This is an optimization exercise on Yosys and OpenROAD, whose aim is small area, a short achievable clock period and few clock cycles, not a production implementation. At most, simulation tests tie the RTL to the original design; equivalence was not proved. The RTL of runs 2 and 3 was laid out without a check of its function. Power figures rest on the tool's default switching activity, not on a simulated workload.

## flow/design.v (module list and top-level ports; edited modules follow where they fit)
// module sieve_engine: 1617 lines
module sieve_engine (
    input  wire        clk,
    input  wire        rst_n,
    input  wire        reg_we,
    input  wire [8:0]  reg_addr,
    input  wire [63:0] reg_wdata,
    output reg  [63:0] reg_rdata,
    input  wire [2:0]  win_addr,
    output wire [63:0] win_rdata,
    output wire        irq
);
  // ...
==> flow/flow/run.sh <==
#!/bin/bash
# The standard ORFS layout (the standard.sh), with two changes to how it is
# made: the port buffers that global placement inserts are plain buffers
# (buf_4) rather than the default pick, and timing repair aims for a larger
# setup margin. The SDC, clock period and every other step are unchanged.
set -euo pipefail
bash standard.sh "BUFFER_PORTS_ARGS=-buffer_cell sky130_fd_sc_hd__buf_4" SETUP_SLACK_MARGIN=5 finish > make.log 2>&1
==> flow/standard.sh <==
#!/bin/bash
# synth_recipe.tcl (not shown) runs the flow's synth.tcl, then flattens the netlist and writes it again
# the make line also repeats each setting of config.mk as NAME=value (left out here)
make -C /OpenROAD-flow-scripts/flow DESIGN_CONFIG=/design/flow/config.mk WORK_HOME=/design/flow/orfs CLKGATE_MAP_FILE= SYNTH_SCRIPT=/design/flow/synth_recipe.tcl "${@:-finish}"
==> flow/config.mk <==
export PLATFORM = sky130hd
export DESIGN_NAME = sieve_engine
export DESIGN_NICKNAME = sieve_engine
export VERILOG_FILES = /design/flow/design.v
export SDC_FILE = /design/flow/constraint.sdc
export NUM_CORES = 8
export LEC_CHECK = 0
export CAP_MARGIN = 20
export CORE_MARGIN = 2
export CORE_UTILIZATION = 50
export SETUP_SLACK_MARGIN = 5
export SLEW_MARGIN = 20
export SYNTH_MEMORY_MAX_BITS = 16384
==> flow/constraint.sdc <==
create_clock -name core_clock -period 12.0 [get_ports {clk}]
set_input_delay 2.4000 -clock core_clock [delete_from_list [all_inputs] [get_ports {clk}]]
set_output_delay 2.4000 -clock core_clock [all_outputs]
set_load 0.01 [all_outputs]
==> run summary, run 1 <==
status complete, no violations; post-DP HPWL about 220000 um; GRT met3 Usage 17.4%; vias in the first global route 62200; metal3 WL 46000 um; Seq area share roughly 20%; Hold EP cls_ph[0]$_SDFFE_PP1P_; RR Startpoint arg0[2]$_DFFE_PN0P_; comb_multi_in 5815; Regs by FF count arg0 x64, arg1 x64, segsize x64; Final nets 7930; Top delay family on crit path compound AO/OA/AOI/OAI gates; sequential area share after synthesis between 20% and 30%; power share of the combinational group 41.6%; Num CTS Buffers 53; Hold Path Class flip-flop to flip-flop; RSZ-0062 raised after global routing true; worst vdd ir about 0.00015 V; Power Internal roughly 3.5 mW; cts repair resizes 210; Final Util 58.1%; adder-cell share of the synthesized area 13.3%; most frequent cells in the layout 779 x nand2_1, 729 x a21oi_1, 583 x nor2_1, 506 x buf_4, 428 x o21ai_0; initial antenna violation count 11; met1 Usage GRT 61.1%; H-tree depth 2
Testbench counts, summed over its fixed seeds: cycles 1,228.
==> run 2, diff against run 1 <==
--- a/flow/design.v
+++ b/flow/design.v
@@ -136,3 +136,3 @@
     reg [1:0]  pk;
-    reg [6:0]  pj;                        
+    reg [6:0]  pst;                       
     reg [1:0]  psel;                      
@@ -925,22 +925,34 @@
     end
+    wire [7:0]  ri_ge;                    
+    wire [7:0]  ri_oh;                    
     reg  [2:0]  ri_g;
     reg  [3:0]  ri_loc;
-    reg  [6:0]  ri_lw;
+    reg  [3:0]  ri_pc;
+    genvar gg;
+    generate
+        for (gg = 0; gg < 8; gg = gg + 1) begin : g_ri
+            if (gg == 0) begin : g_0
+                assign ri_ge[gg] = 1'b1;
+            end else begin : g_n
+                assign ri_ge[gg] = (gg < ngroups) && (g_first[gg] <= w[38:32]);
+            end
+            if (gg == 7) begin : g_7
+                assign ri_oh[gg] = ri_ge[gg];
+            end else begin : g_l
+                assign ri_oh[gg] = ri_ge[gg] && !ri_ge[gg + 1];
+            end
+        end
+    endgenerate
     integer     ri;
     always @(*) begin
-        ri_g = 3'd0;
-        ri_loc = w[35:32];
-        for (ri = 1; ri < 8; ri = ri + 1) begin
-            ri_lw = w[38:32] - g_first[ri];
-            if (ri < ngroups && g_first[ri] <= w[38:32]) begin
-                ri_g = ri[2:0];
-                ri_loc = ri_lw[3:0];
-            end
+        ri_g   = 3'd0;
+        ri_loc = 4'd0;
+        ri_pc  = 4'd0;
+        for (ri = 0; ri < 8; ri = ri + 1) begin
+            ri_g   = ri_g   | ({3{ri_oh[ri]}} & ri[2:0]);
+            ri_loc = ri_loc | ({4{ri_oh[ri]}} & (w[35:32] - g_first[ri][3:0]));
+            ri_pc  = ri_pc  | ({4{ri_oh[ri]}} & g_pc[ri]);
         end
     end
-    wire [2:0]  rr_g   = pj[6:4];
-    wire [3:0]  rr_loc = pj[3:0];
-    wire [3:0]  ri_pc  = g_pc[ri_g];
-    wire [3:0]  rr_pc  = ppc;
-    wire [7:0]  rr_key = {rr_pc, rr_loc};
+    wire [7:0]  rr_key = {ri_pc, ri_loc};
     wire [6:0]  rom_start;
@@ -967,3 +979,3 @@
     assign rom_b3[3] = (rr_key == 8'd0) | (rr_key == 8'd1) | (rr_key == 8'd4) | (rr_key == 8'd6) | (rr_key == 8'd16) | (rr_key == 8'd21) | (rr_key == 8'd24) | (rr_key == 8'd25) | (rr_key == 8'd32) | (rr_key == 8'd33) | (rr_key == 8'd34) | (rr_key == 8'd36) | (rr_key == 8'd37) | (rr_key == 8'd41) | (rr_key == 8'd48) | (rr_key == 8'd56) | (rr_key == 8'd57) | (rr_key == 8'd59) | (rr_key == 8'd60) | (rr_key == 8'd61) | (rr_key == 8'd64) | (rr_key == 8'd67) | (rr_key == 8'd68) | (rr_key == 8'd70) | (rr_key == 8'd72) | (rr_key == 8'd73) | (rr_key == 8'd80) | (rr_key == 8'd81) | (rr_key == 8'd82) | (rr_key == 8'd84) | (rr_key == 8'd86) | (rr_key == 8'd87) | (rr_key == 8'd91) | (rr_key == 8'd96) | (rr_key == 8'd97) | (rr_key == 8'd98) | (rr_key == 8'd99) | (rr_key == 8'd100) | (rr_key == 8'd101) | (rr_key == 8'd102) | (rr_key == 8'd111) | (rr_key == 8'd112) | (rr_key == 8'd113) | (rr_key == 8'd122) | (rr_key == 8'd123) | (rr_key == 8'd124) | (rr_key == 8'd125) | (rr_key == 8'd126) | (rr_key == 8'd127) | (rr_key == 8'd128) | (rr_key == 8'd131) | (rr_key == 8'd133) | (rr_key == 8'd137) | (rr_key == 8'd138) | (rr_key == 8'd140) | (rr_key == 8'd142) | (rr_key == 8'd143) | (rr_key == 8'd144) | (rr_key == 8'd146) | (rr_key == 8'd150) | (rr_key == 8'd151) | (rr_key == 8'd153) | (rr_key == 8'd155) | (rr_key == 8'd156) | (rr_key == 8'd157) | (rr_key == 8'd160) | (rr_key == 8'd161) | (rr_key == 8'd162) | (rr_key == 8'd163) | (rr_key == 8'd165) | (rr_key == 8'd166) | (rr_key == 8'd167) | (rr_key == 8'd172);
-    wire [5:0]  rr_p = pval(rr_pc);
+    wire [5:0]  rr_p = pval(ri_pc);
     reg  [7:0]  rr_cur;
@@ -972,5 +984,5 @@
     always @(*) begin
-        rr_cur = {1'b0, rom_start};
+        rr_cur = {1'b0, pst};
         for (ci = 5; ci >= 0; ci = ci - 1) begin
-            rr_c = {1'b0, rom_start} + pmul({rr_pc, ci[2:0]});
+            rr_c = {1'b0, pst} + pmul({ppc, ci[2:0]});
             if (rr_c >= {2'b00, segbase})
@@ -981,7 +993,6 @@
     always @(*) begin
-        case (psel)
-            2'd0:    rr_res0 = {52'd0, rom_start};
-            2'd1:    rr_res0 = {52'd0, rr_cur[6:0]};
+        case (w[9:8])
             2'd2:    rr_res0 = {21'd0, rr_p, 16'd0, rom_mask};
-            default: rr_res0 = {56'd0, rr_g};
+            2'd3:    rr_res0 = {56'd0, ri_g};
+            default: rr_res0 = {52'd0, rom_start};
         endcase
@@ -1346,3 +1357,3 @@
         if (issue) begin
-            pj   <= {ri_g, ri_loc};
+            pst  <= rom_start;
             psel <= w[9:8];
@@ -1499,3 +1510,8 @@
                             errcode <= E_RANGE;
-                        else begin
+                        else if (w[9:8] != 2'd1) begin
+                            errcode <= E_OK;
+                            res0    <= rr_res0;
+                            res1_lo <= 17'd0;
+                            res1_hi <= 5'd0;
+                        end else begin
                             busy <= 1'b1;
@@ -1539,3 +1555,3 @@
                 K_RDREC: begin
-                    res0    <= rr_res0;
+                    res0    <= {52'd0, rr_cur[6:0]};
                     res1_lo <= 17'd0;
==> run 2 against run 1 <==
Critical path depth grew 7. Register-to-register slack lost 0.21 ns. Setup slack lost 0.21 ns. Highest routed layer unchanged. Clock skew grew 0.010 ns. Clock power grew 9%. Flip-flop and latch count shrank 2. Final cell count grew 0.73%. Still clean. Critical path type unchanged.
==> run summary, run 2 <==
Cell Pwr Density 112 nW/um2 (was 92.7 nW/um2); Post-DP Area 58100 um2 (was 59100 um2); metal2 WL 125000 um (was 128000 um); Finish-stage setup viols 0 (unchanged); area share of the largest cell type after synthesis 16.7% (was 16.4%); clk buf depth 3 (unchanged); Vias 67700 (was 66800); initial antenna violation count 26 (was 11); most frequent cells in the layout 739 x nand2_1, 707 x a21oi_1, 629 x nor2_1, 623 x buf_4, 416 x o21ai_0 (was 779 x nand2_1, 729 x a21oi_1, 583 x nor2_1, 506 x buf_4, 428 x o21ai_0); die area 112000 um2 (was 114000 um2); Hold Path Class flip-flop to flip-flop (unchanged); Distinct cells, synth 103 (was 110); ANT nets after route 0 (unchanged); metal3 WL 49500 um (was 46000 um); CP required 12.53 ns (about the same); Avg WL per Cell 35.1 um (was 35.0 um); worst vdd ir 0.000218 V (was 0.000148 V); total number of yosys warnings 1 (unchanged); Leak Pwr 27.0 nW (was 26.6 nW); Crit path top cell by count o21bai_4; RSZ-0062 raised after global routing true (unchanged); post-DP HPWL 217000 um (was 222000 um); # IOs 208 (unchanged); Synth area leaders dfrtp_1 17%, ha_1 8.7%, a21oi_1 7.0% (was dfrtp_1 16%, ha_1 8.5%, edfxtp_1 6.8%); largest net degree at the start of global routing 116 (was 150); Mapped Area 54700 um2 (was 55900 um2); Area growth syn-to-layout 21.8% (was 15.2%); Critical Path End Type flip-flop (unchanged); worst path arrival time 7.83 ns (was 7.63 ns); Yosys reg bits 492 (was 494); Worst-Margin Slew 1.29 ns (was 1.32 ns); Worst Hold Margin 0.500 ns (was 0.470 ns); Die Wd 335 um (was 338 um); setup TNS 0 ns (unchanged); status complete, no violations (unchanged); leading register cell type out of synthesis dfrtp_1 (unchanged); Hold Fails Final Rpt 0 (unchanged); Worst slew margin 14.2% (was 11.8%); vias in the first global route 62800 (was 62200); Final Worst Setup Slack 4.69 ns (was 4.90 ns); H-tree depth 2 (unchanged); Total Routing Usage GR 53.3% (was 51.1%); port buffer count 207 (unchanged); CTS sink count 492 (was 494); DRC errors left 0 (unchanged); dpl ws 2.54 ns (was 3.59 ns); Final nets 8068 (was 7930); most frequent cell after synthesis nand2_1 (unchanged); drt first-iter violations 12100 (was 11700); Vias/cell 7.57 (was 7.52); clock skew 0.0457 ns (was 0.0357 ns); total routed wirelength 314000 um (was 311000 um); CP max-delay cell a222oi_1 (was o21ai_0); final period utilization 60.9% (was 59.1%); final instance area 66700 um2 (was 64400 um2); Synth top cells by count 780 x nand2_1, 761 x a21oi_1, 675 x nor2_1 (was 799 x nand2_1, 755 x a21oi_1, 616 x nor2_1); cells after synthesis 7227 (was 7276); worst path bufs/invs 5 (was 3); Startpoint Class flip-flop (unchanged); Synth async-reset ratio 74.4% (was 74.1%); top sig layer met5 (unchanged); Highest Clock Rate 137 MHz (was 141 MHz); Setup Crit Path Kind flip-flop to flip-flop (unchanged); fin crit period 7.31 ns (was 7.10 ns); Regs by FF count arg0 x64, arg1 x64, segsize x64 (unchanged); Starting Density 50.4% (about the same); first-pass GRT wire length 441000 um (was 438000 um); FP Rows 121 (was 122); layout cell share with drive strength beyond 1 19.1% (was 15.2%); Clk pin slew, worst setup/hold paths 0.07 ns (about the same); sequential area share after synthesis 23.6% (was 23.2%); CP max stage delay 0.52 ns (was 0.92 ns); commonest non-fill, non-tap cell in the layout nand2_1 (unchanged); GRT overflow 0 (unchanged); gpl congestion 1.07 (was 1.08); post-synth top area cell dfrtp_1 (unchanged); drt first pass iters 13 (was 12); Post-Syn Area per Cell 7.57 um2 (was 7.68 um2); height of the chip 335 um (was 338 um); Max Cap Violations 0 (unchanged); clock latency (worst-skew pair) 0.69 ns (was 0.67 ns); Top delay family on crit path compound AO/OA/AOI/OAI gates (unchanged); worst-path maximum fanout 7 (was 33); CTS tree yes (unchanged); core footprint 109000 um2 (was 111000 um2); met1 wire length 103000 um (was 105000 um); CTS root buffer clkbuf_16 (unchanged); EDFF count, synth 124 (was 126); Num CTS Buffers 54 (was 53); syn_nets 7819 (was 7864); Final Max Tran Viols 0 (unchanged)
==> run 2: repair_timing <==
item	CTS	global route
gates cloned	11	9
pin swaps	117	129
buffers inserted	196	100
resized for setup	532	277
hold buffers	0	0
setup endpoints to repair	302	193
==> run 2: where the power goes <==
| group | internal [mW] | switching [mW] |
|---|---|---|
| clock | 1.05 | 0.804 |
| combinational | 1.39 | 2.45 |
| sequential | 1.73 | 0.0425 |
| total | 4.18 | 3.30 |
==> run 2: final timing paths <==
check / start / cells past startpoint / endpoint / slack (ns)
max reg2reg: cls_ph[0]$_SDFFE_PP1P_ / 37 / res0[2]$_DFF_PN0_ / 4.69
max in group asynchronous: rst_n / 3 / segsize[59]$_DFFE_PN0P_ / 7.81
min: segsize[53]$_DFFE_PN0P_ / 1 / segsize[53]$_DFFE_PN0P_ / 0.50
min reg2reg: segsize[53]$_DFFE_PN0P_ / 1 / segsize[53]$_DFFE_PN0P_ / 0.50
min in group asynchronous: rst_n / 1 / nrecords[0]$_DFFE_PN0P_ / 1.83
max: cls_ph[0]$_SDFFE_PP1P_ / 37 / res0[2]$_DFF_PN0_ / 4.69
==> run 2: cell families (layout without fill, tap and decap cells) <==
logic type / count (synthesis) / count (layout) / share of synthesized area [%]
compound gates: 2503 / 2506 / 29.6
simple gates: 2427 / 2427 / 20.4
fa+ha+maj: 523 / 523 / 13.7
flops: 492 / 492 / 23.6
buf+inv: 970 / 1260 / 6.79
xor+xnor: 193 / 194 / 3.11
other cells: 0 / 12 / 0
mux: 119 / 119 / 2.78
==> run 2: layout make-up <==
cell class / count / area, um2
Sequential cell: 492 / 12900
Inverter: 409 / 1650
Tap cell: 1414 / 1770
Timing Repair Buffer: 748 / 6760
Timing Repair inverter: 2 / 12.5
Fill cell: 9499 / 42000
Clock buffer: 71 / 1490
Clock inverter: 30 / 423
Multi-Input combinational cell: 5769 / 41600
Antenna cell: 12 / 30.0
==> run 2: worst reg2reg max path: cells and delay by family, from the launching register on <==
kind                     cells  cell delay (ns)
flip-flops                   1             0.39
buffers and inverters        5             0.53
adder cells (fa/ha/maj)      7             1.70
XOR/XNOR                     4             0.86
AND/OR/NAND/NOR              3             0.61
AO/OA/AOI/OAI               18             3.09
==> run 2: metal layers <==
| metal | global-route usage (%) | up-vias |
|---|---|---|
| met2 | 76.6 | 6548 |
| met1 | 62.9 | 31900 |
| met3 | 19.9 | 2061 |
| met5 | 0 | - |
| li1 | - | 27200 |
| met4 | 44.6 | 30 |
==> run 2: metrics by stage <==
step           utilization, %  instances  total power [mW]
5_1_grt                  61.3       8937              7.60
3_3_place_gp             53.4       8514              4.67
4_1_cts                  59.1       8823              6.94
6_report                 61.3       8947              7.47
3_5_place_dp             53.5       8515              4.68
2_1_floorplan               -       7227              3.59
==> run 3, diff against run 2 <==
--- a/flow/config.mk
+++ b/flow/config.mk
@@ -7,3 +7,3 @@
 export LEC_CHECK = 0
-export CAP_MARGIN = 20
+export CAP_MARGIN = 0
 export CORE_MARGIN = 2
@@ -11,3 +11,3 @@
 export SETUP_SLACK_MARGIN = 5
-export SLEW_MARGIN = 20
+export SLEW_MARGIN = 0
 export SYNTH_MEMORY_MAX_BITS = 16384
==> run 3 against run 2 <==
Now fails the layout checks on max-capacitance violations, max-slew violations. Worst hold slack gained 0.0049 ns. Total power is 1.7% higher. Flip-flop and latch count unchanged.
==> run summary, run 3 <==
GRT busiest layer met2 (unchanged); cells after synthesis 7227 (unchanged); initial antenna violation count 22 (was 26); setup TNS 0 ns (unchanged); Worst slew margin -2.44% (was 14.2%); CTS sink count 492 (unchanged); core footprint 109000 um2 (unchanged); worst-path maximum fanout 7 (unchanged); largest net degree at the start of global routing 116 (unchanged); DRC errors left 0 (unchanged); Total Routing Usage GR 53.5% (was 53.3%); first-pass GRT wire length 444000 um (was 441000 um); final period utilization 60.7% (was 60.9%); Hold Fails Final Rpt 0 (unchanged); register share of total power 23.4% (was 23.8%); CP max-delay cell dfxtp_4 (was a222oi_1); Starting Density 50.4% (unchanged); most frequent cell after synthesis nand2_1 (unchanged); Clk pin slew, worst setup/hold paths 0.07 ns (about the same); Post-Syn Area per Cell 7.57 um2 (unchanged); commonest non-fill, non-tap cell in the layout nand2_1 (unchanged); Sw Share 44.4% (was 44.1%); Startpoint Class flip-flop (unchanged); Final Util 61.6% (was 61.3%); FP Rows 121 (unchanged); final instance area 67000 um2 (was 66700 um2); Vias/cell 7.60 (was 7.57); power share of the combinational group 53.1% (was 51.4%); total routed wirelength 318000 um (was 314000 um); Final Max Tran Viols 2 (was 0); sequential area share after synthesis 23.6% (unchanged); RSZ-0062 raised after global routing true (unchanged); Mapped Area 54700 um2 (unchanged); Synth top cells by count 780 x nand2_1, 761 x a21oi_1, 675 x nor2_1 (unchanged); # IOs 208 (unchanged); height of the chip 335 um (unchanged); clock skew 0.0425 ns (was 0.0457 ns); post-synth top area cell dfrtp_1 (unchanged); post-DP HPWL 217000 um (about the same); layout cell share with drive strength beyond 1 19.9% (was 19.1%); Regs by FF count arg0 x64, arg1 x64, segsize x64 (unchanged); total power 7.60 mW (was 7.47 mW); EDFF count, synth 124 (unchanged); worst path arrival time 7.81 ns (was 7.83 ns); Post-DP Area 58100 um2 (about the same); Non-Filler Instances 8975 (was 8947); Avg WL per Cell 35.4 um (was 35.1 um); clock network power share 23.5% (was 24.9%); Worst-Margin Slew 1.54 ns (was 1.29 ns); Failed Checks max-capacitance violations, max-slew violations; Top delay family on crit path compound AO/OA/AOI/OAI gates (unchanged); Distinct cells, synth 103 (unchanged); Power Internal 4.22 mW (was 4.18 mW); area share of the largest cell type after synthesis 16.7% (unchanged); CP max stage delay 0.40 ns (was 0.52 ns); leading register cell type out of synthesis dfrtp_1 (unchanged); clock latency (worst-skew pair) 0.68 ns (was 0.69 ns); fin crit period 7.28 ns (was 7.31 ns); Cell Pwr Density 113 nW/um2 (was 112 nW/um2); GRT overflow 0 (unchanged); GRT met3 Usage 20.2% (was 19.9%); Crit path top cell by count a21oi_2 (was o21bai_4); Vias 68200 (was 67700); drt first-iter violations 12800 (was 12100); CP required 12.53 ns (about the same); worst vdd ir 0.000179 V (was 0.000218 V); CTS root buffer clkbuf_16 (unchanged); Highest Clock Rate 137 MHz (about the same); Final nets 8101 (was 8068); Area growth syn-to-layout 22.4% (was 21.8%); Leak Pwr 27.3 nW (was 27.0 nW); gpl congestion 1.07 (unchanged); most frequent cells in the layout 740 x nand2_1, 707 x a21oi_1, 641 x buf_4, 627 x nor2_1, 411 x o21ai_0 (was 739 x nand2_1, 707 x a21oi_1, 629 x nor2_1, 623 x buf_4, 416 x o21ai_0); Max Cap Violations 1 (was 0); Synth async-reset ratio 74.4% (unchanged); status failed layout checks (was complete, no violations); Switch Pwr 3.37 mW (was 3.30 mW); drt first pass iters 14 (was 13); Yosys reg bits 492 (unchanged); CTS tree yes (unchanged); Placed Cells 8515 (unchanged); Finish-stage setup viols 0 (unchanged); port buffer count 207 (unchanged); met1 Usage GRT 63.3% (was 62.9%); GRT met2 Usage 77.5% (was 76.6%); vias in the first global route 62900 (was 62800); worst path bufs/invs 9 (was 5); hold_buf cts 0 (unchanged); Hold Path Class flip-flop to flip-flop (unchanged); Synth area leaders dfrtp_1 17%, ha_1 8.7%, a21oi_1 7.0% (unchanged); total number of yosys warnings 1 (unchanged); Num CTS Buffers 54 (unchanged); syn_nets 7819 (unchanged); Critical Path End Type flip-flop (unchanged); H-tree depth 2 (unchanged); Die Wd 335 um (unchanged); Setup Crit Path Kind flip-flop to flip-flop (unchanged); clk buf depth 3 (unchanged); ANT nets after route 0 (unchanged); die area 112000 um2 (unchanged)
## run 3: cell counts after synthesis
No cell type changed its count.
## run 3: what timing repair did
item,in CTS,in global routing
gates cloned,11,10
pin swaps,116,147
endpoints found under the setup margin,307,230
buffers inserted,202,128
gates resized for setup,512,342
## run 3: logic make-up after synthesis
group                    after synthesis  share of synthesized area, %
XOR/XNOR                             193                          3.11
AO/OA/AOI/OAI                       2503                          29.6
flip-flops                           492                          23.6
adder cells (fa/ha/maj)              523                          13.7
buffers and inverters                970                          6.79
multiplexers                         119                          2.78
AND/OR/NAND/NOR                     2427                          20.4
## run 3: path summary, 6_finish.rpt
| check | depth (start not counted) | to | start | slack, ns |
|---|---|---|---|---|
| max reg2reg | 40 | res0[1]$_DFF_PN0_ | cls_ph[0]$_SDFFE_PP1P_ | 4.72 |
| min reg2reg | 1 | segsize[15]$_DFFE_PN0P_ | segsize[15]$_DFFE_PN0P_ | 0.50 |
| max in group asynchronous | 3 | segsize[61]$_DFFE_PN0P_ | rst_n | 7.78 |
| min | 1 | segsize[15]$_DFFE_PN0P_ | segsize[15]$_DFFE_PN0P_ | 0.50 |
| min in group asynchronous | 1 | nrecords[2]$_DFFE_PN0P_ | rst_n | 1.84 |
| max | 40 | res0[1]$_DFF_PN0_ | cls_ph[0]$_SDFFE_PP1P_ | 4.72 |
## run 3: worst reg2reg max path, delay by kind of cell, from the launching register on
kind / cells / cell delay [ns]
flops: 1 / 0.40
xor+xnor: 4 / 0.67
compound gates: 18 / 3.13
buf+inv: 9 / 0.99
fa+ha+maj: 8 / 1.89
simple gates: 1 / 0.10
## run 3: area by class of cell
cell class | count | area, um2
Antenna cell | 10 | 25.0
Clock buffer | 72 | 1510
Clock inverter | 26 | 309
Fill cell | 9449 | 41700
Inverter | 409 | 1650
Multi-Input combinational cell | 5769 | 41600
Sequential cell | 492 | 12900
Tap cell | 1414 | 1770
Timing Repair Buffer | 781 | 7170
Timing Repair inverter | 2 | 12.5
## run 3: power groups by stage
| stage | combinational (mW) | clock [mW] | sequential, mW |
|---|---|---|---|
| final | 4.03 | 1.79 | 1.78 |
| after detailed placement | 2.87 | 0 | 1.80 |
| after CTS | 3.32 | 1.77 | 1.77 |
| after global routing | 4.12 | 1.83 | 1.78 |
| after global placement | 2.87 | 0 | 1.80 |
| after floorplan | 1.81 | 0 | 1.78 |
## run 3: layer usage
layer	vias to the layer above	part of all wire, %
met5	-	0.040
met2	6747	40
met1	32000	33
met3	2221	16
li1	27200	-
met4	18	11
## run 3: through the flow
stage               setup WS, ns  hold WS (ns)
floorplan                   4.77         0.461
global placement            2.65         0.478
detailed placement          2.57         0.481
CTS                         4.89         0.500
global route                4.48         0.513
finish                      4.72         0.505

static timing again, ports no longer ideal:
The results above use ideal ports. As a check the final layouts listed here were re-extracted and re-timed, cells and wires unchanged. Step 1 sets driving cells, clkbuf_16 on the clock port and buf_2 on the other inputs (assumed; they add their load-dependent delay and slew). Step 2 times the ports against the registers' clock, not the clock port: input delays grow and output delays shrink by t, the midpoint of the rising clock arrivals with the driver on. a / b / c = ideal ports / drivers / drivers and shift; a / b = the first two.
| run | shift t [ns] | slack for setup (ns) | slew at the worst register clock pin (ns) |
|---|---|---|---|
| run 1 | 0.732 | 4.903 / 4.903 / 4.420 | 0.08 / 0.08 |
| run 2 | 0.746 | 4.694 / 4.694 / 4.015 | 0.07 / 0.07 |
| run 3 | 0.745 | 4.718 / 4.657 / 3.912 | 0.08 / 0.08 |
For run 3, which loses most, drivers alone change the setup slack by -0.061 ns; drivers and shift together by -0.806 ns.
